Context: an optimization exercise on an open-source flow, tuned for small area, a short achievable clock period and few clock cycles. The choices shown serve that exercise and are no tape-out recipe. RTL that was checked went through simulation tests only; none was proved equivalent to the original. For runs 3 and 4, only the layout was checked, not whether the RTL still works. Power figures rest on the tool's default switching activity, not on a simulated workload.

==> flow/design.v <==
module pdm_decim (
    input  wire        clk,
    input  wire        rst,         
    input  wire [2:0]  cfg_ratio,   
    input  wire [1:0]  cfg_nch,     
    input  wire        cfg_bord,    
    input  wire [7:0]  cfg_gain,    
    input  wire        in_valid,
    output reg         in_ready,
    input  wire [7:0]  in_data,
    output reg         out_valid,
    input  wire        out_ready,
    output reg  [15:0] out_data,
    output reg  [1:0]  out_chan
);
    function [47:0] csa;
        input [23:0] a, b, c;
        csa = {{(a[22:0] & b[22:0]) | (a[22:0] & c[22:0]) | (b[22:0] & c[22:0]), 1'b0},
               a ^ b ^ c};
    endfunction
    function [51:0] csa26;
        input [25:0] a, b, c;
        csa26 = {{(a[24:0] & b[24:0]) | (a[24:0] & c[24:0]) | (b[24:0] & c[24:0]), 1'b0},
                 a ^ b ^ c};
    endfunction
    reg [1:0] c_nch;
    reg       c_bord;
    reg [7:0] c_gain;
    always @(posedge clk) begin
        c_nch   <= cfg_nch;
        c_bord  <= cfg_bord;
        c_gain  <= cfg_gain;
    end
    reg [7:0] c_oh;
    always @(posedge clk)
        c_oh <= 8'd1 << cfg_ratio;
    wire [4:0] k_g = ({5{c_oh[0]}} & 5'd2)
        | ({5{c_oh[1]}} & 5'd3)
        | ({5{c_oh[2]}} & 5'd4)
        | ({5{c_oh[3]}} & 5'd6)
        | ({5{c_oh[4]}} & 5'd8)
        | ({5{c_oh[5]}} & 5'd10)
        | ({5{c_oh[6]}} & 5'd16)
        | ({5{c_oh[7]}} & 5'd10);    
    wire [3:0] k_gm1 = ({4{c_oh[0]}} & 4'd1)
        | ({4{c_oh[1]}} & 4'd2)
        | ({4{c_oh[2]}} & 4'd3)
        | ({4{c_oh[3]}} & 4'd5)
        | ({4{c_oh[4]}} & 4'd7)
        | ({4{c_oh[5]}} & 4'd9)
        | ({4{c_oh[6]}} & 4'd15)
        | ({4{c_oh[7]}} & 4'd9);    
    wire [2:0] k_a = ({3{c_oh[0]}} & 3'd4)
        | ({3{c_oh[1]}} & 3'd3)
        | ({3{c_oh[2]}} & 3'd5)
        | ({3{c_oh[3]}} & 3'd4)
        | ({3{c_oh[4]}} & 3'd6)
        | ({3{c_oh[5]}} & 3'd4)
        | ({3{c_oh[6]}} & 3'd7)
        | ({3{c_oh[7]}} & 3'd4);    
    wire [21:0] k_c0 = ({22{c_oh[0]}} & 22'd4193896)
        | ({22{c_oh[1]}} & 22'd4193004)
        | ({22{c_oh[2]}} & 22'd4191312)
        | ({22{c_oh[3]}} & 22'd4184504)
        | ({22{c_oh[4]}} & 22'd4171424)
        | ({22{c_oh[5]}} & 22'd4150024)
        | ({22{c_oh[6]}} & 22'd4015424)
        | ({22{c_oh[7]}} & 22'd4150024);    
    wire [21:0] k_c1 = ({22{c_oh[0]}} & 22'd4192536)
        | ({22{c_oh[1]}} & 22'd4188404)
        | ({22{c_oh[2]}} & 22'd4180400)
        | ({22{c_oh[3]}} & 22'd4147656)
        | ({22{c_oh[4]}} & 22'd4084064)
        | ({22{c_oh[5]}} & 22'd3979384)
        | ({22{c_oh[6]}} & 22'd3316416)
        | ({22{c_oh[7]}} & 22'd3979384);    
    wire [21:0] k_c2 = ({22{c_oh[0]}} & 22'd4192256)
        | ({22{c_oh[1]}} & 22'd4187392)
        | ({22{c_oh[2]}} & 22'd4177920)
        | ({22{c_oh[3]}} & 22'd4139008)
        | ({22{c_oh[4]}} & 22'd4063232)
        | ({22{c_oh[5]}} & 22'd3938304)
        | ({22{c_oh[6]}} & 22'd3145728)
        | ({22{c_oh[7]}} & 22'd3938304);    
    wire [13:0] k_a0i = ({14{c_oh[0]}} & 14'd136)
        | ({14{c_oh[1]}} & 14'd300)
        | ({14{c_oh[2]}} & 14'd528)
        | ({14{c_oh[3]}} & 14'd1176)
        | ({14{c_oh[4]}} & 14'd2080)
        | ({14{c_oh[5]}} & 14'd3240)
        | ({14{c_oh[6]}} & 14'd8256)
        | ({14{c_oh[7]}} & 14'd3240);    
    wire [13:0] k_a1i = ({14{c_oh[0]}} & 14'd120)
        | ({14{c_oh[1]}} & 14'd276)
        | ({14{c_oh[2]}} & 14'd496)
        | ({14{c_oh[3]}} & 14'd1128)
        | ({14{c_oh[4]}} & 14'd2016)
        | ({14{c_oh[5]}} & 14'd3160)
        | ({14{c_oh[6]}} & 14'd8128)
        | ({14{c_oh[7]}} & 14'd3160);    
    wire [5:0] k_g3 = ({6{c_oh[0]}} & 6'd6)
        | ({6{c_oh[1]}} & 6'd9)
        | ({6{c_oh[2]}} & 6'd12)
        | ({6{c_oh[3]}} & 6'd18)
        | ({6{c_oh[4]}} & 6'd24)
        | ({6{c_oh[5]}} & 6'd30)
        | ({6{c_oh[6]}} & 6'd48)
        | ({6{c_oh[7]}} & 6'd30);    
    wire [6:0] k_g5 = ({7{c_oh[0]}} & 7'd10)
        | ({7{c_oh[1]}} & 7'd15)
        | ({7{c_oh[2]}} & 7'd20)
        | ({7{c_oh[3]}} & 7'd30)
        | ({7{c_oh[4]}} & 7'd40)
        | ({7{c_oh[5]}} & 7'd50)
        | ({7{c_oh[6]}} & 7'd80)
        | ({7{c_oh[7]}} & 7'd50);    
    wire [6:0] k_g7 = ({7{c_oh[0]}} & 7'd14)
        | ({7{c_oh[1]}} & 7'd21)
        | ({7{c_oh[2]}} & 7'd28)
        | ({7{c_oh[3]}} & 7'd42)
        | ({7{c_oh[4]}} & 7'd56)
        | ({7{c_oh[5]}} & 7'd70)
        | ({7{c_oh[6]}} & 7'd112)
        | ({7{c_oh[7]}} & 7'd70);    
    wire       k_casc = c_oh[7];
    reg        d125, d27;     
    reg [21:0] q_c0, q_c1, q_c2;    
    always @(posedge clk) begin
        d125 <= (cfg_ratio == 3'd5) | (cfg_ratio == 3'd7);
        d27  <= (cfg_ratio == 3'd1) | (cfg_ratio == 3'd3);
        q_c0 <= k_c0;
        q_c1 <= k_c1;
        q_c2 <= k_c2;
    end
    wire [8:0] gain_b = {c_gain[7], c_gain} + 9'd132;           
    wire [5:0] gain_qc = gain_b / 9'd6;                          
    reg  [5:0] gain_q;
    always @(posedge clk)
        gain_q <= gain_qc;
    wire signed [7:0] sh_c = 8'sd31 - $signed({2'b00, gain_q})
                             + $signed({4'b0000, k_a, 1'b0}) + $signed({5'b00000, k_a});
    reg [5:0] q_sh;
    always @(posedge clk)
        q_sh <= sh_c[7] ? 6'd0 : (sh_c > 8'sd47) ? 6'd47 : sh_c[5:0];
    reg frz;                  
    reg [1:0] ocnt;           
    reg [15:0] sk_data;
    reg [1:0]  sk_chan;
    reg [7:0] a_byte;
    reg       a_v;
    always @(posedge clk) begin
        if (rst) begin
            a_v <= 1'b0;
        end else if (!frz) begin
            a_v    <= in_valid & in_ready;
        end
        if (!frz) begin
            a_byte <= c_bord ? in_data : {in_data[0], in_data[1], in_data[2], in_data[3],
                                          in_data[4], in_data[5], in_data[6], in_data[7]};
        end
    end
    reg [1:0] a_ch;
    reg [3:0] a_b;
    reg       a_k0;           
    reg [4:0] a_bb;           
    reg [13:0] a_al0, a_al1;  
    reg [12:0] a_al2;         
    reg [5:0]  a_m3;          
    wire [4:0] a_dbb = a_bb - {1'b0, a_b} - 5'd1;
    reg [6:0]  a_m5, a_m7;    
    reg [5:0]  a_n3;          
    reg [6:0]  a_n5, a_n7;    
    wire adv_a    = a_v & ~frz;
    wire a_chlast = (a_ch == c_nch);
    wire a_blast  = (a_b == k_gm1);
    always @(posedge clk) begin
        if (rst) begin
            a_ch <= 2'd0;
            a_b  <= 4'd0;
            a_k0 <= 1'b1;
        end else if (adv_a) begin
            a_ch <= a_chlast ? 2'd0 : a_ch + 2'd1;
            if (a_chlast) a_b <= a_blast ? 4'd0 : a_b + 4'd1;
            if (a_chlast & a_blast) a_k0 <= 1'b0;
        end
        if (rst | (adv_a & a_chlast & a_blast) | (~(adv_a & a_chlast) & (a_b == 4'd0))) begin
            a_bb  <= k_g;
            a_al0 <= k_a0i;
            a_al1 <= k_a1i;
            a_al2 <= 13'd0;
            a_m3  <= 6'd0;
            a_m5  <= 7'd0;
            a_m7  <= 7'd0;
            a_n3  <= k_g3;
            a_n5  <= k_g5;
            a_n7  <= k_g7;
        end else if (adv_a & a_chlast) begin
            a_bb  <= a_bb - 5'd1;
            a_al0 <= a_al0 - {a_bb - 5'd1, 6'd36};                     
            a_al1 <= a_al1 + {{3{a_dbb[4]}}, a_dbb, 6'd8};              
            a_al2 <= a_al2 + {1'b0, a_b, 6'd28};                        
            a_m3  <= a_m3 + 6'd3;
            a_m5  <= a_m5 + 7'd5;
            a_m7  <= a_m7 + 7'd7;
            a_n3  <= a_n3 - 6'd3;
            a_n5  <= a_n5 - 7'd5;
            a_n7  <= a_n7 - 7'd7;
        end
    end
    wire [7:0] x = a_byte;
    wire [47:0] pa = csa({23'd0, x[0]}, {23'd0, x[1]}, {23'd0, x[2]});
    wire [47:0] pb = csa({23'd0, x[3]}, {23'd0, x[4]}, {23'd0, x[5]});
    wire [47:0] pc = csa(pa[23:0], pa[47:24], pb[23:0]);
    wire [47:0] pd = csa(pb[47:24], {23'd0, x[6]}, {23'd0, x[7]});
    wire [47:0] pe = csa(pc[23:0], pc[47:24], pd[23:0]);
    wire [47:0] pf = csa(pe[23:0], pe[47:24], pd[47:24]);
    wire [3:0]  p0_c = pf[3:0] + pf[27:24];
    wire [47:0] ra = csa({23'd0, x[2]}, {22'd0, x[3], x[3]}, {21'd0, x[4], x[4], 1'b0});
    wire [47:0] rb = csa({20'd0, x[5], 1'b0, x[5], 1'b0}, {20'd0, x[6], x[6], x[6], x[6]},
                         {19'd0, x[7], 1'b0, x[7], 1'b0, x[7]});
    wire [47:0] rc = csa(ra[23:0], ra[47:24], rb[23:0]);
    wire [47:0] rd = csa(rc[23:0], rc[47:24], rb[47:24]);
    wire [5:0]  p2_c = rd[5:0] + rd[29:24];
    wire [23:0] ub1 = x[1] ? {20'd0, a_b} : 24'd0;
    wire [23:0] ub2 = x[2] ? {19'd0, a_b, 1'b0} : 24'd0;
    wire [23:0] ub3 = x[3] ? {18'd0, a_m3} : 24'd0;
    wire [23:0] ub4 = x[4] ? {18'd0, a_b, 2'b0} : 24'd0;
    wire [23:0] ub5 = x[5] ? {17'd0, a_m5} : 24'd0;
    wire [23:0] ub6 = x[6] ? {17'd0, a_m3, 1'b0} : 24'd0;
    wire [23:0] ub7 = x[7] ? {17'd0, a_m7} : 24'd0;
    wire [47:0] ua  = csa(ub1, ub2, ub3);
    wire [47:0] ub  = csa(ub4, ub5, ub6);
    wire [47:0] uc  = csa(ua[23:0], ua[47:24], ub[23:0]);
    wire [47:0] ud  = csa(ub[47:24], ub7, uc[23:0]);
    wire [47:0] ue  = csa(uc[47:24], ud[23:0], ud[47:24]);
    wire [8:0]  v9_c = ue[8:0] + ue[32:24];
    wire [23:0] wb1 = x[1] ? {19'd0, a_bb} : 24'd0;
    wire [23:0] wb2 = x[2] ? {18'd0, a_bb, 1'b0} : 24'd0;
    wire [23:0] wb3 = x[3] ? {18'd0, a_n3} : 24'd0;
    wire [23:0] wb4 = x[4] ? {17'd0, a_bb, 2'b0} : 24'd0;
    wire [23:0] wb5 = x[5] ? {17'd0, a_n5} : 24'd0;
    wire [23:0] wb6 = x[6] ? {17'd0, a_n3, 1'b0} : 24'd0;
    wire [23:0] wb7 = x[7] ? {17'd0, a_n7} : 24'd0;
    wire [47:0] xwa = csa(wb1, wb2, wb3);
    wire [47:0] xwb = csa(wb4, wb5, wb6);
    wire [47:0] xwc = csa(xwa[23:0], xwa[47:24], xwb[23:0]);
    wire [47:0] xwd = csa(xwb[47:24], wb7, xwc[23:0]);
    wire [47:0] xwe = csa(xwc[47:24], xwd[23:0], xwd[47:24]);
    wire [8:0]  w9_c = xwe[8:0] + xwe[32:24];
    reg        b1_v, b1_last, b1_m01, b1_m2;
    reg [1:0]  b1_ch;
    reg [3:0]  b1_p0;
    reg [8:0]  b1_v9, b1_w9;
    reg [5:0]  b1_p2;
    reg [13:0] b1_al0, b1_al1;
    reg [12:0] b1_al2;
    always @(posedge clk) begin
        if (rst) begin
            b1_v <= 1'b0;
        end else if (!frz) begin
            b1_v    <= a_v;
        end
        if (!frz) begin
            b1_last <= a_blast;
            b1_m01  <= a_k0 & (a_b == 4'd0);
            b1_m2   <= (a_b == 4'd0);
            b1_ch   <= a_ch;
            b1_p0   <= p0_c;
            b1_v9   <= v9_c;
            b1_w9   <= w9_c;
            b1_p2   <= p2_c;
            b1_al0  <= a_al0;
            b1_al1  <= a_al1;
            b1_al2  <= a_al2;
        end
    end
    function [71:0] alrows;
        input [13:0] al;
        input [3:0]  p;
        input [1:0]  k;
        alrows = {p[3] ? {7'd0, al, 3'd0} : p[2] ? {8'd0, al, 2'd0} : 24'd0,
                  p[1] ? {9'd0, al, 1'b0} : 24'd0,
                  (p[0] ? {10'd0, al} : 24'd0) | {22'd0, k}};
    endfunction
    wire [71:0] ra0 = alrows(b1_al0, b1_p0, 2'd1);
    wire [71:0] ra1 = alrows(b1_al1, b1_p0, 2'd2);
    wire [71:0] ra2 = alrows({1'b0, b1_al2}, b1_p0, 2'd0);
    wire [23:0] vr  = {12'd0, b1_v9, 3'd0};         
    wire [23:0] wr  = {12'd0, b1_w9, 3'd0};         
    wire [23:0] p2r = {18'd0, b1_p2};
    wire [47:0] e2a = csa(ra2[23:0], ra2[47:24], ra2[71:48]);
    wire [47:0] e2b = csa(vr, p2r, b1_last ? {2'd0, q_c2} : 24'd0);
    wire [47:0] e2c = csa(e2a[23:0], e2a[47:24], e2b[23:0]);
    wire [47:0] e2d = csa(e2c[23:0], e2c[47:24], e2b[47:24]);
    wire [21:0] d2_c = e2d[21:0] + e2d[45:24];
    wire [47:0] e0a = csa(ra0[23:0], ra0[47:24], ra0[71:48]);
    wire [47:0] e0c = csa(e0a[23:0], e0a[47:24], ~wr);
    wire [47:0] e0d = csa(e0c[23:0], e0c[47:24], p2r);
    wire [15:0] d0_c = e0d[15:0] + e0d[39:24];
    wire [47:0] e1a = csa(ra1[23:0], ra1[47:24], ra1[71:48]);
    wire [47:0] e1b = csa(~vr, wr, ~{p2r[22:0], 1'b0});
    wire [47:0] e1c = csa(e1a[23:0], e1a[47:24], e1b[23:0]);
    wire [47:0] e1d = csa(e1c[23:0], e1c[47:24], e1b[47:24]);
    wire [16:0] d1_c = e1d[16:0] + e1d[40:24];
    reg        b2_v, b2_last, b2_m01, b2_m2;
    reg [1:0]  b2_ch;
    reg [15:0] b2_d0;
    reg [16:0] b2_d1;
    reg [21:0] b2_d2;
    always @(posedge clk) begin
        if (rst) begin
            b2_v <= 1'b0;
        end else if (!frz) begin
            b2_v    <= b1_v;
        end
        if (!frz) begin
            b2_last <= b1_last;
            b2_m01  <= b1_m01;
            b2_m2   <= b1_m2;
            b2_ch   <= b1_ch;
            b2_d0   <= d0_c;
            b2_d1   <= d1_c;
            b2_d2   <= d2_c;
        end
    end
    reg [21:0] acc0 [0:3];
    reg [21:0] acc1 [0:3];
    reg [18:0] acc2 [0:3];
    wire [21:0] r0 = b2_m01 ? q_c0 : acc0[b2_ch];
    wire [21:0] r1 = b2_m01 ? q_c1 : acc1[b2_ch];
    wire [18:0] r2 = b2_m2  ? 19'd0 : acc2[b2_ch];
    wire [21:0] s0 = r0 + {6'd0, b2_d0};
    wire [21:0] s1 = r1 + {5'd0, b2_d1};
    wire [21:0] s2 = {3'd0, r2} + b2_d2;
    wire wr_c = b2_v & ~frz;
    always @(posedge clk) begin
        if (wr_c) begin
            acc0[b2_ch] <= b2_last ? s1 : s0;
            acc1[b2_ch] <= b2_last ? s2 : s1;
            if (!b2_last) acc2[b2_ch] <= s2[18:0];
        end
    end
    reg [21:0] c_y;
    reg        c_v;
    always @(posedge clk) begin
        if (rst) begin
            c_v <= 1'b0;
        end else if (!frz) begin
            c_v <= b2_v & b2_last;
        end
        if (!frz) begin
            c_y <= s0;
        end
    end
    reg [21:0] fir1 [0:3];
    reg [24:0] firp [0:3];
    reg [1:0]  d_ch;
    reg        d_k0;          
    wire [21:0] f1r = d_k0 ? 22'd0 : fir1[d_ch];
    wire [24:0] fpr = d_k0 ? 25'd0 : firp[d_ch];
    wire [24:0] cyx = {{3{c_y[21]}}, c_y};
    wire [24:0] np_c = fpr + ~cyx + 25'd1;                   
    wire [23:0] m_c  = np_c[23:0] ^ {24{np_c[24]}};          
    wire [51:0] fpa  = csa26({cyx, 3'd0}, {cyx, 1'b0}, ~{{4{f1r[21]}}, f1r});
    wire [24:0] pn_c = fpa[24:0] + fpa[50:26] + 25'd1;         
    wire adv_d = c_v & ~frz;
    always @(posedge clk) begin
        if (adv_d) begin
            fir1[d_ch] <= c_y;
            firp[d_ch] <= pn_c;
        end
        if (rst) begin
            d_ch <= 2'd0;
            d_k0 <= 1'b1;
        end else if (adv_d) begin
            d_ch <= (d_ch == c_nch) ? 2'd0 : d_ch + 2'd1;
            if (d_ch == c_nch) d_k0 <= 1'b0;
        end
    end
    reg [23:0] d_m;
    reg        d_ng, d_v;
    always @(posedge clk) begin
        if (rst) begin
            d_v <= 1'b0;
        end else if (!frz) begin
            d_v  <= c_v;
        end
        if (!frz) begin
            d_m  <= m_c;
            d_ng <= np_c[24];
        end
    end
    wire [23:0] e_mag = d_m + {23'd0, d_ng};
    wire [46:0] xw = {e_mag, 23'd0} >> q_sh;
    reg  [23:0] hi_mask;
    integer hm;
    always @(*) begin
        for (hm = 0; hm < 24; hm = hm + 1)
            hi_mask[hm] = (hm >= q_sh);
    end
    wire ovf_c = |(e_mag & hi_mask);
    reg [22:0] e_x;
    reg        e_ovf, e_ng, e_v;
    always @(posedge clk) begin
        if (rst) begin
            e_v <= 1'b0;
        end else if (!frz) begin
            e_v   <= d_v;
        end
        if (!frz) begin
            e_x   <= xw[22:0];
            e_ovf <= ovf_c;
            e_ng  <= d_ng;
        end
    end
    wire [6:0]  xb0 = e_x[6:0];
    wire [6:0]  xb1 = e_x[13:7];
    wire [6:0]  xb2 = e_x[20:14];
    wire [1:0]  xb3 = e_x[22:21];
    wire [8:0]  xa0 = e_x[8:0];
    wire [8:0]  xa1 = e_x[17:9];
    wire [4:0]  xa2 = e_x[22:18];
    wire [6:0]  t27    = (xb3[1] ? (xb3[0] ? 7'd81 : 7'd54) : (xb3[0] ? 7'd27 : 7'd0));
    wire [15:0] t16777 = (xb3[1] ? (xb3[0] ? 16'd50331 : 16'd33554) : (xb3[0] ? 16'd16777 : 16'd0));
    wire [18:0] t9709  = (xa2[2] ? (xa2[1] ? (xa2[0] ? 19'd67945 : 19'd58236) : (xa2[0] ? 19'd48527 : 19'd38818)) : (xa2[1] ? (xa2[0] ? 19'd29109 : 19'd19400) : (xa2[0] ? 19'd9691 : -19'd18)));    
    wire [23:0] fr0 = d125 ? {17'd0, xb0} : d27 ? {15'd0, xa0} : 24'd0;
    wire [23:0] fr1 = d125 ? {17'd0, xb1} : d27 ? {15'd0, ~xa1} : 24'd0;
    wire [23:0] fr2 = d125 ? {16'd0, xb1, 1'b0} : d27 ? {19'd0, xa2} : 24'd0;
    wire [23:0] fr3 = d125 ? {17'd0, xb2} : d27 ? 24'd2 : 24'd0;
    wire [23:0] fr4 = d125 ? {14'd0, xb2, 3'd0} : 24'd0;
    wire [23:0] fr5 = d125 ? {17'd0, t27} : 24'd0;
    wire [47:0] fa  = csa(fr0, fr1, fr2);
    wire [47:0] fb  = csa(fr3, fr4, fr5);
    wire [47:0] fc  = csa(fa[23:0], fa[47:24], fb[23:0]);
    wire [47:0] fd  = csa(fc[23:0], fc[47:24], fb[47:24]);
    wire [10:0] f_c = fd[10:0] + fd[34:24];
    wire [23:0] zr0 = d125 ? {10'd0, xb2, xb1} : d27 ? {11'd0, xa1, 4'd0} : {8'd0, e_x[15:0]};
    wire [23:0] zr1 = d125 ? {17'd0, xb2} : d27 ? {14'd0, xa1, 1'b0} : 24'd1;
    wire [23:0] zr2 = d125 ? {16'd0, xb2, 1'b1} : d27 ? {15'd0, xa1} : 24'd0;
    wire [23:0] zr3 = d125 ? {8'd0, t16777} : d27 ? {5'd0, t9709} : 24'd0;
    wire [47:0] za  = csa(zr0, zr1, zr2);
    wire [47:0] zd  = csa(za[23:0], za[47:24], zr3);
    wire [18:0] z_c = zd[18:0] + zd[42:24];
    wire        s_c = e_ovf | (~d125 & ~d27 & (e_x[22:16] != 7'd0)) | (d27 & (e_x[22:21] != 2'd0));
    reg [10:0] v1_f;
    reg [18:0] v1_z;
    reg        v1_sat, v1_ng, v1_v;
    always @(posedge clk) begin
        if (rst) begin
            v1_v <= 1'b0;
        end else if (!frz) begin
            v1_v   <= e_v;
        end
        if (!frz) begin
            v1_f   <= f_c;
            v1_z   <= z_c;
            v1_sat <= s_c;
            v1_ng  <= e_ng;
        end
    end
    wire [5:0]  fq   = d125 ? {2'b00, v1_f[10:7]} : d27 ? v1_f[10:5] : 6'd0;
    wire [7:0]  wr0  = d125 ? {1'b0, v1_f[6:0]} : {3'd0, v1_f[4:0]};
    wire [7:0]  wr1  = d125 ? {4'd0, v1_f[10:7]} : {2'd0, v1_f[10:5]};
    wire [7:0]  wr2  = d125 ? {3'd0, v1_f[10:7], 1'b0} : {v1_f[10:5], 2'd0};
    wire [47:0] wa   = csa({16'd0, wr0}, {16'd0, wr1}, {16'd0, wr2});
    wire [7:0]  w_c  = wa[7:0] + wa[31:24];
    wire [7:1]  wt   = {w_c >= 8'd189, w_c >= 8'd162, w_c >= 8'd135, w_c >= 8'd108,
                        w_c >= 8'd81, w_c >= 8'd54, w_c >= 8'd27};
    wire [2:0]  c27c = {wt[4], (wt[2] & ~wt[4]) | wt[6],
                        (wt[1] & ~wt[2]) | (wt[3] & ~wt[4]) | (wt[5] & ~wt[6]) | wt[7]};
    wire [2:0]  cc_c = d125 ? {2'b00, w_c >= 8'd125} : d27 ? c27c : 3'd0;
    wire [18:0] z2_c = v1_z + {13'd0, fq};
    reg [2:0]  v2_c;
    reg [18:0] v2_z;
    reg        v2_sat, v2_ng, v2_v;
    always @(posedge clk) begin
        if (rst) begin
            v2_v <= 1'b0;
        end else if (!frz) begin
            v2_v   <= v1_v;
        end
        if (!frz) begin
            v2_c   <= cc_c;
            v2_z   <= z2_c;
            v2_sat <= v1_sat;
            v2_ng  <= v1_ng;
        end
    end
    wire [2:0] cc   = v2_c;
    wire [18:0] zp  = v2_z + {16'd0, cc};                
    wire [18:0] zn  = ~v2_z + 19'd2 - {16'd0, cc};       
    wire        t_sat = v2_sat | (zp[18:16] != 3'd0);
    wire        t_ng  = v2_ng;
    wire [15:0] p_c   = t_sat ? (t_ng ? 16'h8000 : 16'h7fff) : (t_ng ? zn[16:1] : zp[16:1]);
    wire        p_v   = v2_v;
    reg signed [15:0] g_p;
    reg               g_v;
    always @(posedge clk) begin
        if (rst) begin
            g_v <= 1'b0;
        end else if (!frz) begin
            g_v <= p_v & k_casc;
        end
        if (!frz) begin
            g_p <= p_c;
        end
    end
    reg [21:0] hb_u [0:3];
    reg [20:0] hb_v [0:3];
    reg [15:0] hb_w [0:3];
    reg [1:0]  h_ch;
    reg [1:0]  h_n;           
    reg        h_odd;
    wire signed [21:0] hu = (h_n != 2'd2) ? 22'sd0 : $signed(hb_u[h_ch]);
    wire signed [20:0] hv = (h_n == 2'd0) ? 21'sd0 : $signed(hb_v[h_ch]);
    wire signed [15:0] hw = (h_n != 2'd2) ? 16'sd0 : $signed(hb_w[h_ch]);
    wire [23:0] gx  = {{8{g_p[15]}}, g_p};
    wire [23:0] hvx = {{3{hv[20]}}, hv};
    wire [23:0] hwx = {{8{hw[15]}}, hw};
    wire signed [21:0] hy = hu - g_p;
    wire [47:0] hua = csa(hvx, {gx[20:0], 3'd0}, gx);
    wire [21:0] hu_n = hua[21:0] + hua[45:24];
    wire [47:0] hva = csa(h_odd ? {gx[20:0], 3'd0} : hvx, h_odd ? gx : {gx[19:0], 4'd0},
                          h_odd ? ~hwx : 24'd0);
    wire [20:0] hv_n = hva[20:0] + hva[44:24] + {20'd0, h_odd};
    wire adv_h = g_v & ~frz;
    always @(posedge clk) begin
        if (adv_h) begin
            hb_v[h_ch] <= hv_n;
            if (h_odd) begin
                hb_u[h_ch] <= hu_n;
                hb_w[h_ch] <= g_p;
            end
        end
        if (rst) begin
            h_ch  <= 2'd0;
            h_n   <= 2'd0;
            h_odd <= 1'b0;
        end else if (adv_h) begin
            if (h_ch == c_nch) begin
                h_ch  <= 2'd0;
                h_odd <= ~h_odd;
                if (h_n != 2'd2) h_n <= h_n + 2'd1;
            end else begin
                h_ch <= h_ch + 2'd1;
            end
        end
    end
    reg signed [21:0] h_y;
    reg               h_v;
    reg [1:0]         h_c;
    always @(posedge clk) begin
        if (rst) begin
            h_v <= 1'b0;
        end else if (!frz) begin
            h_v <= g_v & h_odd;
        end
        if (!frz) begin
            h_y <= hy;
            h_c <= h_ch;
        end
    end
    wire signed [21:0] hr  = (h_y + (h_y[21] ? 22'sd15 : 22'sd16)) >>> 5;
    wire [15:0] h_res = (hr > 22'sd32767) ? 16'h7fff :
                        (hr < -22'sd32768) ? 16'h8000 : hr[15:0];
    reg [1:0] o_ch;           
    wire        r_v  = k_casc ? h_v : p_v;
    wire [15:0] r_d  = k_casc ? h_res : p_c;
    wire [1:0]  r_c  = k_casc ? h_c : o_ch;
    wire push = r_v & ~frz;
    wire pop  = out_valid & out_ready;
    wire [1:0] ocnt_nx = ocnt + {1'b0, push} - {1'b0, pop};
    always @(posedge clk) begin
        if (rst) begin
            ocnt      <= 2'd0;
            out_valid <= 1'b0;
            frz       <= 1'b0;
            in_ready  <= 1'b0;
            o_ch      <= 2'd0;
        end else begin
            ocnt      <= ocnt_nx;
            out_valid <= (ocnt_nx != 2'd0);
            frz       <= (ocnt_nx == 2'd2);
            in_ready  <= (ocnt_nx != 2'd2);
            if (push & ~k_casc) o_ch <= (o_ch == c_nch) ? 2'd0 : o_ch + 2'd1;
        end
        if (ocnt == 2'd0 || (ocnt == 2'd1 && pop)) begin
            if (push) begin
                out_data <= r_d;
                out_chan <= r_c;
            end
        end else if (ocnt == 2'd2 && pop) begin
            out_data <= sk_data;
            out_chan <= sk_chan;
        end
        if (push && ocnt == 2'd1 && !pop) begin
            sk_data <= r_d;
            sk_chan <= r_c;
        end
    end
endmodule
==> flow/flow/run.sh <==
#!/bin/bash
# Standard layout, with the resizer free to change a cell's footprint and a
# tighter timing-repair target (setup slack to reach at the design's period).
set -euo pipefail
bash standard.sh MATCH_CELL_FOOTPRINT=0 SETUP_SLACK_MARGIN=7.5 finish > standard_flow.log 2>&1
==> flow/standard.sh <==
#!/bin/bash
# synth_recipe.tcl (not shown) runs the flow's synth.tcl, then flattens the netlist and writes it again
# the make line also repeats each setting of config.mk as NAME=value (left out here)
make -C /OpenROAD-flow-scripts/flow DESIGN_CONFIG=/design/flow/config.mk WORK_HOME=/design/flow/orfs CLKGATE_MAP_FILE= SYNTH_SCRIPT=/design/flow/synth_recipe.tcl "${@:-finish}"
==> flow/config.mk <==
export PLATFORM = sky130hd
export DESIGN_NAME = pdm_decim
export DESIGN_NICKNAME = pdm_decim
export VERILOG_FILES = /design/flow/design.v
export SDC_FILE = /design/flow/constraint.sdc
export NUM_CORES = 4
export LEC_CHECK = 0
export CAP_MARGIN = 20
export CORE_MARGIN = 2
export CORE_UTILIZATION = 55
export PLACE_DENSITY = 0.75
export SLEW_MARGIN = 20
==> flow/constraint.sdc <==
create_clock -name core_clock -period 12.0 [get_ports {clk}]
set_input_delay 2.4000 -clock core_clock [delete_from_list [all_inputs] [get_ports {clk}]]
set_output_delay 2.4000 -clock core_clock [all_outputs]
set_load 0.01 [all_outputs]
==> run notes, run 1 <==
- Status: timing/DRC/antenna clean
- Worst Setup Start Kind: register
- Vias in the first global route: ~46k
- Avg Inst Size Synth: about 12 um2
- Die ar.: around 0.13 mm2
- Initial core utilization: 0.556
- FILL cells: between 9k and 10k
- Top FF cell, synth: edfxtp_1
- Syn Std Cell Area: 0.0712 mm2
- WL final: between 150000 and 200000 um
- Grt ovf: 0
- # hold bufs at CTS: 0
- Critical Path RT: 12590 ps
- Max Slew Vio Count: 0
- Share of layout cells above drive strength 1: 0.152
- Clock Skews: between 70 and 80 ps
- Port buffer count: 44
- Ys async rst share: 0
- Area growth, synth to finish: 13.6%
- Min Hold Slack: roughly 390 ps
- Clock Root Buffer: clkbuf_16
- # nets final: just under 7k
- Worst-Margin Slew: roughly 1100 ps
- FMAX: approximately 220 MHz
- Pin count of the biggest net entering global routing: just under 200
- DRT Pass-1 Iters: 5
- PD cells: 290 mW/mm2
- Clock period minus final worst setup slack: ~4600 ps
- Post-DP Area: 0.0737 mm2
- #FFs+latches synth: 1192
- Die width: about 360 um
- Number of remaining DRC errors: 0
- H-tree Lvls: 3
- Number of buffers on the longest clock path: 3
- Worst Setup End Kind: register
- Most numerous cell in the Yosys netlist: edfxtp_1
- Netlist cell types: 84
- CP arrival: just over 5000 ps
- Placer Congestion: approximately 0.88
- Post-synth EDFFs: between 1k and 1.5k
- Maximum resistive drop on vdd: about 0.39 mV
- Final period util: 0.384
- Net Count, Synth: between 6k and 7k
- Iteration-0 DRC count of the detailed router: around 3.4k
- Slew margin rel.: 0.256
- Synth top cells by count: edfxtp_1, inv_1, ha_1
- Post-DRT Antenna Nets: 0
- P_leak: around 32 nW
- Vias: between 40k and 50k
- Antenna violations before repair: 1
- TNS Setup: 0 ps
- Final instance area: approximately 0.081 mm2
- Clk sinks: 1192
- Yosys top cell area share: 0.448
- Critical path type: reg -> reg
- DPL Wire Length: roughly 110000 um
- Final Hold Viols: 0
- RSZ-0062 raised after global routing: yes
- Reg2Reg Depth: 18
- Utilization after layout: 0.631
- GRT Total Usage: 0.241
- Worst-path clk slew: 60 ps
- Worst setup margin: between 7000 and 8000 ps
- Worst slack, placed: between 6000 and 7000 ps
- FP Rows: 131
- Seq/Total Area, Yosys: 0.485
- Mean routed wirelength per cell: around 20 um
- Number of synthesis warnings: 1
- Max-Cap Viols: 0
- DIE HEIGHT: between 300 and 400 um
- Core Footprint: about 0.13 mm2
- Crit path max fanout: 4
- First-pass GRT wire length: 250000 um
- I/O pin total: 46
- Synth area leader: edfxtp_1
- Clk Latency, worst-skew pair: ~810 ps
- Synth area leaders: edfxtp_1, ha_1, fa_1, mux4_2, dfxtp_1
- Post-Synthesis Cells: approximately 5.9k
- DR vias/cell: between 5 and 6
- CTS buffer count: 121
- CTS tree: built
- Final-report setup violation count: 0
- Hold Path Stages: 0
- Reg area: between 0.03 and 0.04 mm2
- Hold Path Class: reg -> reg
- Area of the multi-input gates: between 0.03 and 0.04 mm2
timing repair:
item                                   in CTS  in global routing
setup buffers                              73                 84
gates cloned                                8                  6
pin swaps                                  63                 81
setup endpoints to repair                 314                164
endpoints found under the hold margin       0                  0
resized for setup                         136                154
layer usage:
metal | share of wire | track usage | vias up
li1 | - | - | 21400
met1 | 0.40 | 0.302 | 22800
met2 | 0.50 | 0.423 | 1262
met3 | 0.052 | 0.0303 | 317
met4 | 0.041 | 0.0992 | 0
met5 | 0 | 0 | -
layout make-up:
type / instances / area share
diodes: 2 / 0.0000619
repair buffers: 270 / 0.0339
flip-flops and latches: 1192 / 0.427
clock inverters: 83 / 0.0129
inverters: 572 / 0.0266
multi-input cells: 3909 / 0.432
clock buffers: 149 / 0.0403
well taps: 1729 / 0.0268
cells in the final DEF, fill, tap and decap left out, types with 23 or more instances in the layout:
master,Yosys,final
edfxtp_1,1061,1061
inv_1,567,555
ha_1,447,431
nor2_1,351,346
nand2_1,333,327
xnor2_1,291,286
fa_1,263,257
a21oi_1,279,251
and2_1,212,202
o21ai_0,219,186
buf_4,0,176
mux4_2,169,169
nor2b_1,152,140
clkbuf_16,0,137
dfxtp_1,131,118
xor2_1,120,117
mux2i_1,98,95
mux2_2,84,83
a21o_1,80,80
nand3_1,72,70
o21a_1,67,67
nor3_1,74,66
nand2b_1,58,56
clkdlybuf4s50_1,0,44
a31oi_1,42,40
and3_1,42,37
or3_1,33,33
a22o_1,33,33
o21bai_1,33,29
a211oi_1,39,29
o211ai_1,26,26
clkinv_2,0,26
or2_2,25,24
a21oi_2,0,23
flip-flops by register name, indices dropped and copies added (netlist names), 14 cells and up, named ones only:
signal    count
c_y          22
firp        100
e_x          23
hb_u         88
sk_data      16
acc1         88
acc0         88
hb_v         84
hb_w         64
acc2         76
d_m          24
b2_d2        22
b2_d0        14
v2_z         19
h_y          22
out_data     16
b2_d1        15
g_p          16
q_c0         16
fir1         88
v1_z         19
where the power goes:
group | internal [mW] | switching, mW
Sequential | 6.42 | 0.643
Clock | 2.30 | 1.71
Combinational | 5.44 | 6.89
Total | 14.2 | 9.24
kinds of logic after synthesis:
family / Yosys count / synth area share
multiplexers: 351 / 0.0806
AO/OA/AOI/OAI: 1002 / 0.0901
buffers and inverters: 753 / 0.0399
flip-flops: 1192 / 0.485
AND/OR/NAND/NOR: 1431 / 0.101
XOR/XNOR: 414 / 0.0515
adder cells (fa/ha/maj): 710 / 0.153
per-stage QoR:
stage,std cells,total power [mW]
after floorplan,5853,14.9
after global placement,7500,17.1
after detailed placement,7501,17.5
after CTS,7814,22.5
after global routing,7904,25.0
final,7906,23.4
worst max-delay path, cell delays in order (launching register included):
cell and delay (ps):
edfxtp_1 430, nor2b_4 170, buf_12 120, buf_4 150, buf_12 130, buf_6 120, a22o_1 210, fa_1 530
inv_2 40, fa_1 480, inv_2 40, fa_1 550, ha_4 230, and3_4 160, a21oi_4 130, o21ai_4 90
o41ai_4 230, or4b_4 490, o211ai_1 110
path summary, 6_finish.rpt:
path,start,to,slack (ps)
setup / recovery,b1_p0[2]$_DFFE_PN_,b2_d1[15]$_DFFE_PN_,7400
hold / removal,v1_ng$_DFFE_PN_,v2_ng$_DFFE_PN_,390
setup reg to reg,b1_p0[2]$_DFFE_PN_,b2_d1[15]$_DFFE_PN_,7400
hold reg to reg,v1_ng$_DFFE_PN_,v2_ng$_DFFE_PN_,390
Testbench counts, summed over its fixed seeds: cycles 21,972.
==> inputs of run 2 (changes only) <==
==> flow/flow/run.sh (replaced) <==
#!/bin/bash
# Standard layout, with the resizer free to change a cell's footprint and a
# tighter timing-repair target (setup slack to reach at the design's period).
set -euo pipefail
bash standard.sh MATCH_CELL_FOOTPRINT=0 SETUP_SLACK_MARGIN=7 finish > standard_flow.log 2>&1
==> run 2 against run 1 <==
Flip-flop and latch count is the same; count of clock-buffer cells in the layout grew 2; still clean on timing, DRC and antenna; first-iteration DRC count increased by 3.7%; final area fell by 2.5%.
==> run notes, run 2 <==
- Slew margin rel.: 0.262
- Worst-path clk slew: ~60 ps
- Initial core utilization: 0.556
- Reg2Reg Depth: 25
- Critical Path RT: 12560 ps
- Hold Path Class: reg -> reg
- Status: timing/DRC/antenna clean
- FILL cells: about 9.7k
- Largest register by flop count: firp
- CP peak stage delay: approximately 500 ps
- Die width: between 300 and 400 um
- CP most frequent cell: buf_4
- DPL Wire Length: 109000 um
- CTS tree: built
- Crit path max fanout: 6
- FMAX: 207 MHz
- Die ar.: ~0.13 mm2
- Clk Latency, worst-skew pair: roughly 790 ps
- Post-synth EDFFs: approximately 1.1k
- Post-DRT Antenna Nets: 0
- DIE HEIGHT: between 300 and 400 um
- Slowest cell on crit path: fa_1
- Number of buffers on the longest clock path: 3
- Clock Root Buffer: clkbuf_16
- Iteration-0 DRC count of the detailed router: roughly 3.5k
- Port buffer count: 44
- Worst Setup Start Kind: register
- Netlist cell types: 84
- Synth area leader: edfxtp_1
- Synth area leaders: edfxtp_1, ha_1, fa_1, mux4_2, dfxtp_1
- Clock Skews: 92.1 ps
- Avg Inst Size Synth: between 10 and 15 um2
- Mean routed wirelength per cell: 20.3 um
- Ys async rst share: 0
- Final period util: 0.403
- Antenna violations before repair: 5
- CTS buffer count: around 120
- RSZ-0062 raised after global routing: yes
- Vias in the first global route: around 46k
- Top FF cell, synth: edfxtp_1
- Utilization after layout: 0.615
- Pin count of the biggest net entering global routing: approximately 150
- Most numerous cell in the Yosys netlist: edfxtp_1
- GRT Total Usage: 0.240
- WL final: about 160000 um
- Max Slew Vio Count: 0
- Final Hold Viols: 0
- H-tree Lvls: 3
- Vias: 45.2k
- Hold Path Stages: 0
- Placer Congestion: about 0.89
- Yosys top cell area share: 0.448
- Max-Cap Viols: 0
- Number of synthesis warnings: 1
- Min Hold Slack: ~430 ps
- Worst-Margin Slew: ~1100 ps
- Net Count, Synth: roughly 6.6k
- Area growth, synth to finish: 10.7%
- #FFs+latches synth: ~1.2k
- # nets final: around 6.7k
- Most frequent cells in the layout: edfxtp_1, inv_1, ha_1, nor2_1, nand2_1
- Grt ovf: 0
- Most common cell after layout, fill and taps aside: edfxtp_1
- First-pass GRT wire length: ~250000 um
- I/O pin total: 46
- Clk sinks: about 1.2k
- FP Rows: about 130
- PD cells: roughly 280 mW/mm2
- DRT Pass-1 Iters: 6
- P_leak: slightly above 30 nW
- Syn Std Cell Area: approximately 0.071 mm2
- Max reg flops: 100
- CP arrival: approximately 5400 ps
- Number of remaining DRC errors: 0
- TNS Setup: 0 ps
- Worst Setup End Kind: register
- Seq/Total Area, Yosys: 0.485
- Clock period minus final worst setup slack: 4840 ps
- Post-Synthesis Cells: roughly 5.9k
- Share of layout cells above drive strength 1: 0.112
- Synth top cells by count: edfxtp_1, inv_1, ha_1
- Maximum resistive drop on vdd: 0.242 mV
- Core Footprint: 0.128 mm2
- DR vias/cell: between 5 and 6
- Final-report setup violation count: 0
- Critical path type: reg -> reg
## run 2: what timing repair did
| item | CTS | global route |
|---|---|---|
| setup buffers | 20 | 12 |
| hold buffers | 0 | 0 |
| endpoints found under the setup margin | 161 | 95 |
| resized for setup | 41 | 58 |
| cloned | 3 | 3 |
| pin swaps | 4 | 17 |
## run 2: worst max-delay path, delay by kind of cell (launching register included)
kind                     cells  cell delay (ps)
AND/OR/NAND/NOR              3              420
buffers and inverters       15             1730
adder cells (fa/ha/maj)      4             1640
flip-flops                   1              430
AO/OA/AOI/OAI                3              440
## run 2: per-stage QoR
step | power (mW) | std cells | setup slack (ps) | cell area (um2)
3_5_place_dp | 17.3 | 7502 | 6320 | 73600
3_3_place_gp | 16.9 | 7502 | 6450 | 73600
2_1_floorplan | 14.8 | 5853 | 5810 | 71200
5_1_grt | 23.3 | 7772 | 6930 | 78700
4_1_cts | 21.5 | 7756 | 7000 | 78300
6_report | 21.7 | 7773 | 7160 | 78800
## run 2: worst paths after layout
| kind | from | to | slack [ps] |
|---|---|---|---|
| worst max register to register | b1_p0[2]$_DFFE_PN_ | b2_d2[8]$_DFFE_PN_ | 7160 |
| worst min-delay path | v1_sat$_DFFE_PN_ | v2_sat$_DFFE_PN_ | 430 |
| worst max-delay path | b1_p0[2]$_DFFE_PN_ | b2_d2[8]$_DFFE_PN_ | 7160 |
| worst min register to register | v1_sat$_DFFE_PN_ | v2_sat$_DFFE_PN_ | 430 |
## run 2: where the power goes
| part | total (mW) | switching (mW) | internal (mW) |
|---|---|---|---|
| combinational | 10.6 | 6.21 | 4.43 |
| clock | 3.98 | 1.67 | 2.31 |
| sequential | 7.10 | 0.673 | 6.42 |
## run 2: cells by family (layout without fill, tap and decap cells)
| family | count (synthesis) | after routing | synth area share |
|---|---|---|---|
| simple gates | 1431 | 1432 | 0.101 |
| buf+inv | 753 | 941 | 0.0399 |
| compound gates | 1002 | 1002 | 0.0901 |
| mux | 351 | 351 | 0.0806 |
| flops | 1192 | 1192 | 0.485 |
| other cells | 0 | 1 | 0 |
| fa+ha+maj | 710 | 710 | 0.153 |
| xor+xnor | 414 | 415 | 0.0515 |
## run 2: final cells by class
| class | instances | area (um2) | share of cell area |
|---|---|---|---|
| repair buffers | 138 | 1440 | 0.0183 |
| well taps | 1729 | 2160 | 0.0275 |
| flip-flops and latches | 1192 | 34500 | 0.438 |
| inverters | 572 | 2150 | 0.0273 |
| clock buffers | 151 | 3250 | 0.0413 |
| diodes | 1 | 2.50 | 0.0000318 |
| multi-input cells | 3910 | 34200 | 0.434 |
| clock inverters | 80 | 1020 | 0.0130 |
## run 2: layer usage
metal	up-vias	share of wire	track usage
li1	21200	-	-
met1	22500	0.41	0.304
met2	1242	0.50	0.421
met3	324	0.049	0.0335
met4	0	0.039	0.0866
met5	-	0	0
==> inputs of run 3 (changes only) <==
--- a/flow/design.v
+++ b/flow/design.v
@@ -171,4 +171,7 @@
     reg [5:0]  a_n3;          
     reg [6:0]  a_n5, a_n7;    
+    reg [5:0]  a_u1;          
+    reg [6:0]  a_u3;          
+    reg [7:0]  a_u5, a_u7;    
     wire adv_a    = a_v & ~frz;
     wire a_chlast = (a_ch == c_nch);
@@ -195,4 +198,8 @@
             a_n5  <= k_g5;
             a_n7  <= k_g7;
+            a_u1  <= {1'b0, k_g};
+            a_u3  <= {1'b0, k_g3};
+            a_u5  <= {1'b0, k_g5};
+            a_u7  <= {1'b0, k_g7};
         end else if (adv_a & a_chlast) begin
             a_bb  <= a_bb - 5'd1;
@@ -206,4 +213,8 @@
             a_n5  <= a_n5 - 7'd5;
             a_n7  <= a_n7 - 7'd7;
+            a_u1  <= a_u1 - 6'd2;
+            a_u3  <= a_u3 - 7'd6;
+            a_u5  <= a_u5 - 8'd10;
+            a_u7  <= a_u7 - 8'd14;
         end
     end
@@ -248,8 +259,22 @@
     wire [47:0] xwe = csa(xwc[47:24], xwd[23:0], xwd[47:24]);
     wire [8:0]  w9_c = xwe[8:0] + xwe[32:24];
+    wire [23:0] ub1s = x[1] ? {{18{a_u1[5]}}, a_u1} : 24'd0;
+    wire [23:0] ub2s = x[2] ? {{17{a_u1[5]}}, a_u1, 1'b0} : 24'd0;
+    wire [23:0] ub3s = x[3] ? {{17{a_u3[6]}}, a_u3} : 24'd0;
+    wire [23:0] ub4s = x[4] ? {{16{a_u1[5]}}, a_u1, 2'b0} : 24'd0;
+    wire [23:0] ub5s = x[5] ? {{16{a_u5[7]}}, a_u5} : 24'd0;
+    wire [23:0] ub6s = x[6] ? {{16{a_u3[6]}}, a_u3, 1'b0} : 24'd0;
+    wire [23:0] ub7s = x[7] ? {{16{a_u7[7]}}, a_u7} : 24'd0;
+    wire [47:0] xua = csa(ub1s, ub2s, ub3s);
+    wire [47:0] xub = csa(ub4s, ub5s, ub6s);
+    wire [47:0] xuc = csa(xua[23:0], xua[47:24], xub[23:0]);
+    wire [47:0] xud = csa(xub[47:24], ub7s, xuc[23:0]);
+    wire [47:0] xue = csa(xuc[47:24], xud[23:0], xud[47:24]);
+    wire [9:0]  u10_c = xue[9:0] + xue[33:24];
     reg        b1_v, b1_last, b1_m01, b1_m2;
     reg [1:0]  b1_ch;
     reg [3:0]  b1_p0;
     reg [8:0]  b1_v9, b1_w9;
+    reg [9:0]  b1_u10;
     reg [5:0]  b1_p2;
     reg [13:0] b1_al0, b1_al1;
@@ -269,4 +294,5 @@
             b1_v9   <= v9_c;
             b1_w9   <= w9_c;
+            b1_u10  <= u10_c;
             b1_p2   <= p2_c;
             b1_al0  <= a_al0;
@@ -275,37 +301,42 @@
         end
     end
-    function [71:0] alrows;
+    function [47:0] brows;
         input [13:0] al;
         input [3:0]  p;
         input [1:0]  k;
-        alrows = {p[3] ? {7'd0, al, 3'd0} : p[2] ? {8'd0, al, 2'd0} : 24'd0,
-                  p[1] ? {9'd0, al, 1'b0} : 24'd0,
-                  (p[0] ? {10'd0, al} : 24'd0) | {22'd0, k}};
+        reg   [23:0] r0, r1;
+        begin
+            case (p[1:0])
+                2'b00:   r0 = 24'd0;
+                2'b01:   r0 = {10'd0, al};
+                2'b10:   r0 = ~{9'd0, al, 1'b0};
+                default: r0 = ~{10'd0, al};
+            endcase
+            r1 = (p[3] | (p[2] & p[1])) ? {7'd0, al, 3'd0} :
+                 (p[2] ^ p[1])          ? {8'd0, al, 2'd0} : 24'd0;
+            brows = {r1 | {22'd0, k + {1'b0, p[1]}}, r0};
+        end
     endfunction
-    wire [71:0] ra0 = alrows(b1_al0, b1_p0, 2'd1);
-    wire [71:0] ra1 = alrows(b1_al1, b1_p0, 2'd2);
-    wire [71:0] ra2 = alrows({1'b0, b1_al2}, b1_p0, 2'd0);
-    wire [23:0] vr  = {12'd0, b1_v9, 3'd0};         
-    wire [23:0] wr  = {12'd0, b1_w9, 3'd0};         
+    wire [47:0] ra0 = brows(b1_al0, b1_p0, 2'd1);
+    wire [47:0] ra1 = brows(b1_al1, b1_p0, 2'd1);
+    wire [47:0] ra2 = brows({1'b0, b1_al2}, b1_p0, 2'd0);
+    wire [23:0] vr  = {12'd0, b1_v9, 3'd0};                  
+    wire [23:0] wr  = {12'd0, b1_w9, 3'd0};                  
+    wire [23:0] ur  = {{11{b1_u10[9]}}, b1_u10, 3'd0};       
     wire [23:0] p2r = {18'd0, b1_p2};
-    wire [47:0] e2a = csa(ra2[23:0], ra2[47:24], ra2[71:48]);
-    wire [47:0] e2b = csa(vr, p2r, b1_last ? {2'd0, q_c2} : 24'd0);
-    wire [47:0] e2c = csa(e2a[23:0], e2a[47:24], e2b[23:0]);
-    wire [47:0] e2d = csa(e2c[23:0], e2c[47:24], e2b[47:24]);
-    wire [21:0] d2_c = e2d[21:0] + e2d[45:24];
-    wire [47:0] e0a = csa(ra0[23:0], ra0[47:24], ra0[71:48]);
-    wire [47:0] e0c = csa(e0a[23:0], e0a[47:24], ~wr);
-    wire [47:0] e0d = csa(e0c[23:0], e0c[47:24], p2r);
-    wire [15:0] d0_c = e0d[15:0] + e0d[39:24];
-    wire [47:0] e1a = csa(ra1[23:0], ra1[47:24], ra1[71:48]);
-    wire [47:0] e1b = csa(~vr, wr, ~{p2r[22:0], 1'b0});
-    wire [47:0] e1c = csa(e1a[23:0], e1a[47:24], e1b[23:0]);
-    wire [47:0] e1d = csa(e1c[23:0], e1c[47:24], e1b[47:24]);
-    wire [16:0] d1_c = e1d[16:0] + e1d[40:24];
+    wire [47:0] e2a = csa(ra2[23:0], ra2[47:24], vr);
+    wire [47:0] e2b = csa(e2a[23:0], e2a[47:24], p2r);
+    wire [15:0] d2_c = e2b[15:0] + e2b[39:24];
+    wire [47:0] e0a = csa(ra0[23:0], ra0[47:24], ~wr);
+    wire [47:0] e0b = csa(e0a[23:0], e0a[47:24], p2r);
+    wire [15:0] d0_c = e0b[15:0] + e0b[39:24];
+    wire [47:0] e1a = csa(ra1[23:0], ra1[47:24], ur);
+    wire [47:0] e1b = csa(e1a[23:0], e1a[47:24], ~{p2r[22:0], 1'b0});
+    wire [16:0] d1_c = e1b[16:0] + e1b[40:24];
     reg        b2_v, b2_last, b2_m01, b2_m2;
     reg [1:0]  b2_ch;
     reg [15:0] b2_d0;
     reg [16:0] b2_d1;
-    reg [21:0] b2_d2;
+    reg [15:0] b2_d2;
     always @(posedge clk) begin
         if (rst) begin
@@ -326,11 +357,11 @@
     reg [21:0] acc0 [0:3];
     reg [21:0] acc1 [0:3];
-    reg [18:0] acc2 [0:3];
+    reg [21:0] acc2 [0:3];
     wire [21:0] r0 = b2_m01 ? q_c0 : acc0[b2_ch];
     wire [21:0] r1 = b2_m01 ? q_c1 : acc1[b2_ch];
-    wire [18:0] r2 = b2_m2  ? 19'd0 : acc2[b2_ch];
+    wire [21:0] r2 = b2_m2  ? q_c2 : acc2[b2_ch];
     wire [21:0] s0 = r0 + {6'd0, b2_d0};
     wire [21:0] s1 = r1 + {5'd0, b2_d1};
-    wire [21:0] s2 = {3'd0, r2} + b2_d2;
+    wire [21:0] s2 = r2 + {6'd0, b2_d2};
     wire wr_c = b2_v & ~frz;
     always @(posedge clk) begin
@@ -338,5 +369,5 @@
             acc0[b2_ch] <= b2_last ? s1 : s0;
             acc1[b2_ch] <= b2_last ? s2 : s1;
-            if (!b2_last) acc2[b2_ch] <= s2[18:0];
+            if (!b2_last) acc2[b2_ch] <= s2;
         end
     end
==> flow/flow/run.sh (replaced) <==
#!/bin/bash
# Standard layout, with the resizer free to change a cell's footprint and a
# tighter timing-repair target (setup slack to reach at the design's period).
set -euo pipefail
bash standard.sh MATCH_CELL_FOOTPRINT=0 SETUP_SLACK_MARGIN=7.5 finish > standard_flow.log 2>&1
==> run 3 against run 2 <==
Highest routed layer is now met5; critical path type unchanged; critical path depth shrank 8; power is 12% higher; synthesized cell count is 6.8% higher; register-to-register slack better by 230 ps; setup slack better by 230 ps; final area is 5.2% higher; worst hold slack worse by 7.3 ps; wire length up 12%.
==> run notes, run 3 <==
- Seq/Total Area, Yosys: 0.484
- Post-DRT Antenna Nets: 0
- TNS Setup: 0 ps
- Number of remaining DRC errors: 0
- Vias in the first global route: ~49k
- Clock Root Buffer: clkbuf_16
- Crit path max fanout: 4
- Most common cell after layout, fill and taps aside: edfxtp_1
- Ys async rst share: 0
- Maximum resistive drop on vdd: ~0.34 mV
- Max-Cap Viols: 0
- Worst Setup Start Kind: register
- Max Slew Vio Count: 0
- Synth area leaders: edfxtp_1, ha_1, fa_1, mux4_2, xnor2_1
- Utilization after layout: 0.621
- Syn Std Cell Area: approximately 0.074 mm2
- FF-to-FF setup slack: between 7000 and 8000 ps
- Yosys top cell area share: 0.448
- FMAX: between 200 and 250 MHz
- Top FF cell, synth: edfxtp_1
- Worst-Margin Slew: between 1000 and 1500 ps
- Placer Congestion: about 0.93
- Antenna violations before repair: 4
- Post-synth EDFFs: around 1.1k
- Worst-path clk slew: about 60 ps
- Synth top cells by count: edfxtp_1, inv_1, nand2_1
- Clock period minus final worst setup slack: between 4000 and 5000 ps
- Clk sinks: between 1k and 1.5k
- Critical path type: reg -> reg
- Port buffer count: 44
- Post-Synthesis Cells: around 6.3k
- Clk Latency, worst-skew pair: just over 800 ps
- Slew margin rel.: 0.264
- I/O pin total: 46
- Max reg flops: 100
- Reg2Reg Depth: 17
- Net Count, Synth: 6996
- Most numerous cell in the Yosys netlist: edfxtp_1
- Area growth, synth to finish: 12.1%
- Number of diodes: 0
- Worst reg2reg path endpoint: b1_u10[9]$_DFFE_PN_
- # nets final: 7144
- Cell Count, Final, Fillers Out: approximately 8.3k
- Number of buffers on the longest clock path: 3
- CTS tree: built
- Final Hold Viols: 0
- H-tree Lvls: 4
- Hold Path Stages: 0
- Share of layout cells above drive strength 1: 0.128
- Largest register by flop count: firp
- Hold Path Class: reg -> reg
- Worst Setup End Kind: register
- Hold path start: v1_sat$_DFFE_PN_
- Critical Path RT: roughly 13000 ps
- PD cells: 293 mW/mm2
- Core Footprint: about 0.13 mm2
- DRT Pass-1 Iters: 6
- WL final: approximately 180000 um
- Hold Path End: v2_sat$_DFFE_PN_
- Clock Skews: 30.8 ps
- Worst reg2reg startpoint: a_byte[1]$_DFFE_PN_
- Initial core utilization: 0.554
- Final-report setup violation count: 0
- RSZ-0062 raised after global routing: yes
- First-pass GRT wire length: ~270000 um
- Status: timing/DRC/antenna clean
- GRT Total Usage: 0.254
- CP arrival: 5130 ps
- Min Hold Slack: roughly 420 ps
- FP Rows: ~130
- Iteration-0 DRC count of the detailed router: 3769
- Synth area leader: edfxtp_1
- Grt ovf: 0
- Vias: a little under 50k
- Most frequent cells in the layout: edfxtp_1, inv_1, nand2_1, ha_1, nor2_1
- Die width: approximately 370 um
- Netlist cell types: 91
- #FFs+latches synth: between 1k and 1.5k
- Number of synthesis warnings: 1
- Die ar.: around 0.14 mm2
- Placed insts: 7905
- Pin count of the biggest net entering global routing: 81
- DPL Wire Length: roughly 120000 um
- Mean routed wirelength per cell: ~21 um
- CTS buffer count: approximately 130
- DR vias/cell: around 5.9
- Avg Inst Size Synth: roughly 12 um2
- Final period util: 0.384
- DIE HEIGHT: 371 um
- P_leak: approximately 33 nW
run 3: cell count changes in the layout (fill, tap and decap cells not counted), moves of 41 or more:
cell,delta
a21oi_1,+44
buf_4,+65
edfxtp_1,+41
nand2_1,+181
nand3_1,+63
nor2b_1,-63
run 3: how the worst max path moves through the flow:
stage / endpoint / slack (ps) / start / cells past startpoint
global route: b2_d1[15]$_DFFE_PN_ / 7250 / b1_p0[1]$_DFFE_PN_ / 15
CTS: b1_v9[8]$_DFFE_PN_ / 7380 / a_byte[1]$_DFFE_PN_ / 18
finish: b1_u10[9]$_DFFE_PN_ / 7390 / a_byte[1]$_DFFE_PN_ / 17
floorplan: out_chan[0]$_DFFE_PP_ / 5640 / frz$_SDFF_PP0_ / 4
global placement: b2_d1[16]$_DFFE_PN_ / 6080 / b1_p0[0]$_DFFE_PN_ / 16
detailed placement: b2_d1[16]$_DFFE_PN_ / 6090 / b1_p0[0]$_DFFE_PN_ / 16
run 3: final cells by class:
class,instances,area (um2)
Clock buffer,174,3630
Sequential cell,1237,35800
Inverter,591,2230
Multi-Input combinational cell,4211,35900
Tap cell,1768,2210
Fill cell,10100,50600
Clock inverter,69,724
Timing Repair Buffer,227,2340
Timing Repair inverter,1,5.00
run 3: critical path, cell delays in order (launching register included):
cell and delay [ps]:
edfxtp_1 500, buf_6 170, buf_6 110, and2_4 130, fa_1 500, inv_2 40, fa_1 490, inv_2 40
fa_1 520, fa_1 440, ha_1 310, a21o_1 200, a21oi_4 160, o21bai_1 110, a21oi_2 170, o21bai_1 110
a21oi_2 190, xnor2_2 120
run 3: routing by layer:
metal,routed length (um),GRT usage,up-vias
li1,-,-,22600
met1,69700,0.324,24100
met2,87700,0.437,1714
met5,51,0,-
met4,7440,0.108,8
met3,10900,0.0344,371
run 3: through the flow:
| step | total power [mW] | setup slack (ps) | area (um2) |
|---|---|---|---|
| floorplan | 16.2 | 5640 | 74000 |
| global placement | 18.9 | 6080 | 76300 |
| detailed placement | 19.3 | 6090 | 76300 |
| CTS | 23.7 | 7380 | 81700 |
| global route | 25.9 | 7250 | 82800 |
| finish | 24.2 | 7390 | 82800 |
run 3: kinds of logic (layout without fill, tap and decap cells):
group,after synthesis,in the layout,share of synthesized area
AO/OA/AOI/OAI,1044,1044,0.0886
XOR/XNOR,457,458,0.0543
adder cells (fa/ha/maj),718,718,0.148
buffers and inverters,809,1062,0.0414
flip-flops,1237,1237,0.484
multiplexers,338,338,0.0760
AND/OR/NAND/NOR,1650,1653,0.108
run 3: power breakdown:
part           switching (mW)  leakage, nW  internal, mW
clock                    1.75         2.11          2.33
combinational            7.42         18.8          5.23
sequential              0.746         11.8          6.76
total                    9.92         32.7          14.3
run 3: what timing repair did:
item	CTS	global route
pin swaps	28	78
resized for setup	110	128
hold buffers	0	0
buffers inserted	55	61
cloned	9	5
endpoints found under the setup margin	431	168
==> inputs of run 4 (changes only) <==
==> flow/flow/run.sh (replaced) <==
#!/bin/bash
# Standard layout, with the resizer free to change a cell's footprint and a
# tighter timing-repair target (setup slack to reach at the design's period).
set -euo pipefail
bash standard.sh MATCH_CELL_FOOTPRINT=0 SETUP_SLACK_MARGIN=8 finish > standard_flow.log 2>&1
==> run 4 against run 3 <==
Still clean; utilization is 3.2 points higher; first-iteration DRC count is 8.8% higher; non-clock buffer count is 192 higher; synthesized cell count stayed put; setup slack better by 170 ps; area after synthesis stayed put; global-route usage is 0.95 points higher; power is 10% higher; largest cell class unchanged; largest power group unchanged; highest routed layer unchanged.
==> run notes, run 4 <==
- Pin count of the biggest net entering global routing: 82
- Hold Path Class: reg -> reg
- DIE HEIGHT: 371 um
- Worst-path clk slew: roughly 60 ps
- Post-synth EDFFs: ~1.1k
- Grt ovf: 0
- Final period util: 0.370
- FP Rows: between 100 and 150
- Worst Setup End Kind: register
- Clk sinks: about 1.2k
- PD cells: between 300 and 400 mW/mm2
- FILL cells: 9513
- Yosys top cell area share: 0.448
- Most numerous cell in the Yosys netlist: edfxtp_1
- Number of synthesis warnings: 1
- Clock Skews: around 30 ps
- CTS buffer count: about 130
- Worst Setup Start Kind: register
- Worst reg2reg startpoint: a_byte[2]$_DFFE_PN_
- # hold bufs at CTS: 0
- GRT Total Usage: 0.264
- P_leak: roughly 35 nW
- Share of layout cells above drive strength 1: 0.203
- CP arrival: approximately 5000 ps
- Clock Root Buffer: clkbuf_16
- Net Count, Synth: between 6k and 7k
- #FFs+latches synth: ~1.2k
- First-pass GRT wire length: between 200000 and 300000 um
- Status: timing/DRC/antenna clean
- DR vias/cell: about 6.0
- Number of buffers on the longest clock path: 3
- Ys async rst share: 0
- Bufs and invs on worst path: 3
- Overall Power: roughly 27 mW
- Area growth, synth to finish: 17.8%
- Area of the multi-input gates: ~0.038 mm2
- TNS Setup: 0 ps
- Crit-path leading delay family: adder cells
- Max-Cap Viols: 0
- Worst reg2reg path endpoint: b1_u10[9]$_DFFE_PN_
- FF-to-FF setup slack: between 7000 and 8000 ps
- Crit-path cells: buf_12 > and2_4 > fa_1 > inv_1 > fa_1 > inv_1 > fa_1 > fa_1 > ha_1 > a21o_1 > a21oi_2 > o21bai_1 > a21oi_2 > o21bai_1 > a21oi_1 > xnor2_1
- Iteration-0 DRC count of the detailed router: between 4k and 5k
- Critical path type: reg -> reg
- Antenna violations before repair: 4
- Port buffer count: 44
- # nets final: 7339
- Post-Synthesis Cells: approximately 6.3k
- WL final: 187000 um
- Max reg flops: 100
- Final Hold Viols: 0
- RSZ-0062 raised after global routing: yes
- Post-DRT Antenna Nets: 0
- Reg area: 0.0358 mm2
- Final-report setup violation count: 0
- Mean routed wirelength per cell: 22.1 um
- Max Slew Vio Count: 0
- Hold Path End: b2_m01$_DFFE_PN_
- Hold path start: b1_m01$_DFFE_PN_
- H-tree Lvls: 4
- Clk Latency, worst-skew pair: ~770 ps
- Placer Congestion: around 0.92
- Maximum resistive drop on vdd: 0.432 mV
- Core Footprint: between 0.1 and 0.15 mm2
- Hold Path Stages: 0
- Die width: about 370 um
- FMAX: between 200 and 250 MHz
- Reg2Reg Depth: 16
- Crit path max fanout: 8
- Most common cell after layout, fill and taps aside: edfxtp_1
- Min Hold Slack: 418 ps
- Top FF cell, synth: edfxtp_1
- Number of remaining DRC errors: 0
- Largest register by flop count: firp
- Critical Path RT: about 13000 ps
- Initial core utilization: 0.554
- Die ar.: between 0.1 and 0.15 mm2
- Clock period minus final worst setup slack: around 4400 ps
- Avg Inst Size Synth: between 10 and 15 um2
- Most frequent cells in the layout: edfxtp_1, inv_1, nand2_1, ha_1, nor2_1
- Syn Std Cell Area: ~0.074 mm2
- Synth area leader: edfxtp_1
- Vias: about 50k
- I/O pin total: 46
- Slowest cell on crit path: fa_1
- Netlist cell types: between 90 and 100
- CTS tree: built
- Vias in the first global route: 50.1k
- Synth area leaders: edfxtp_1, ha_1, fa_1, mux4_2, xnor2_1
- Slew margin rel.: 0.274
- DPL Wire Length: approximately 120000 um
- CP most frequent cell: fa_1
- CP peak stage delay: 550 ps
- DRT Pass-1 Iters: 9
- Seq/Total Area, Yosys: 0.484
- Worst-Margin Slew: between 1000 and 1500 ps
- Synth top cells by count: edfxtp_1, inv_1, nand2_1
[run 4: changes by cell type in the layout (fill, tap and decap cells not counted), sizes merged]
cell / previous run / this run
buf: 173 / 352
dlymetal6s2s: 0 / 20
clkdlybuf4s50: 43 / 24
clkbuf: 185 / 190
bufinv: 8 / 12
clkinv: 50 / 46
clkinvlp: 9 / 12
diode: 0 / 3
inv: 594 / 591
or2: 23 / 25
a21oi: 342 / 343
[run 4: final cells by class]
type | instances | share of cell area
repair buffers | 419 | 0.0511
multi-input cells | 4214 | 0.436
repair inverters | 1 | 0.0000862
inverters | 591 | 0.0258
clock buffers | 167 | 0.0416
clock inverters | 69 | 0.00881
flip-flops and latches | 1237 | 0.412
well taps | 1768 | 0.0254
diodes | 3 | 0.0000862
[run 4: worst max-delay path by stage]
stage	from	end	slack (ps)	cells after the start
after floorplan	frz$_SDFF_PP0_	out_chan[0]$_DFFE_PP_	5640	4
after global placement	rst	a_bb[0]$_DFFE_PN_	6370	9
after detailed placement	rst	a_n3[0]$_DFFE_PN_	6310	9
after CTS	a_byte[1]$_DFFE_PN_	b1_w9[8]$_DFFE_PN_	7640	18
after global routing	a_byte[1]$_DFFE_PN_	b1_w9[8]$_DFFE_PN_	7420	18
final	a_byte[2]$_DFFE_PN_	b1_u10[9]$_DFFE_PN_	7560	16
[run 4: what timing repair did]
action / CTS / global route
endpoints found under the hold margin: 0 / 0
pin swaps: 145 / 204
setup endpoints to repair: 695 / 287
resized for setup: 377 / 327
buffers inserted: 189 / 109
cloned: 24 / 5
[run 4: layer usage]
layer / wire length, um / up-vias / track usage
li1: - / 23000 / -
met1: 72300 / 25200 / 0.330
met2: 95300 / 1768 / 0.459
met3: 12000 / 404 / 0.0409
met4: 7400 / 6 / 0.107
met5: 36 / - / 0
[run 4: through the flow]
stage	util	instance area, um2	setup slack, ps	std cells
2_1_floorplan	-	74500	5640	6253
3_3_place_gp	0.573	76500	6370	7900
3_5_place_dp	0.574	76600	6310	7903
4_1_cts	0.634	84600	7640	8352
5_1_grt	0.652	87000	7420	8467
6_report	0.652	87100	7560	8469
[run 4: worst reg2reg max path, cell delays in order (launching register included)]
cell	delay, ps
edfxtp_1	420
buf_12	170
and2_4	150
fa_1	500
inv_1	60
fa_1	550
inv_1	50
fa_1	520
fa_1	460
ha_1	300
a21o_1	190
a21oi_2	200
o21bai_1	110
a21oi_2	160
o21bai_1	80
a21oi_1	150
xnor2_1	120
[run 4: cell families (layout without fill, tap and decap cells)]
group                    count (synthesis)  in the layout  synth area share
adder cells (fa/ha/maj)                718            718             0.148
AND/OR/NAND/NOR                       1650           1655             0.108
multiplexers                           338            338            0.0760
XOR/XNOR                               457            458            0.0543
AO/OA/AOI/OAI                         1044           1045            0.0886
other                                    0              3                 0
flip-flops                            1237           1237             0.484
buffers and inverters                  809           1247            0.0414
[run 4: power by group]
part	switching (mW)	total [mW]	leakage [nW]	internal, mW
Combinational	8.48	15.0	20.6	6.53
Sequential	0.758	7.52	11.8	6.76
Clock	1.73	4.14	2.13	2.41
Total	11.0	26.7	34.5	15.7

## port drivers added, routing unchanged
In the flow no input, the clock included, has a driving cell. The finished layouts below were timed again as built, in two steps.
Step 1 sets driving cells, clkbuf_16 on the clock port and buf_2 on the other inputs (assumed; they add their load-dependent delay and slew).
Step 2 adds t to the input delays and takes it off the output delays; t is the mean of the earliest and latest rising clock arrival at the registers after step 1. Input paths then give back, and output paths get back, about the clock's delay inside the block.
a / b / c = ideal / step 1 / step 2; a / b = the first two.
| run | shift t [ns] | setup slack, ns | slew at the worst register clock pin (ns) |
|---|---|---|---|
| run 1 | 0.838 | 7.397 / 7.397 / 6.846 | 0.07 / 0.07 |
| run 2 | 0.819 | 7.163 / 7.163 / 6.467 | 0.07 / 0.07 |
| run 3 | 0.868 | 7.389 / 7.389 / 6.932 | 0.07 / 0.07 |
| run 4 | 0.841 | 7.556 / 7.556 / 7.286 | 0.07 / 0.07 |
After both steps every run listed still meets setup and hold. The setup slack of run 2, which loses most, moves by 0.000 ns with the drivers and by -0.696 ns with both steps.
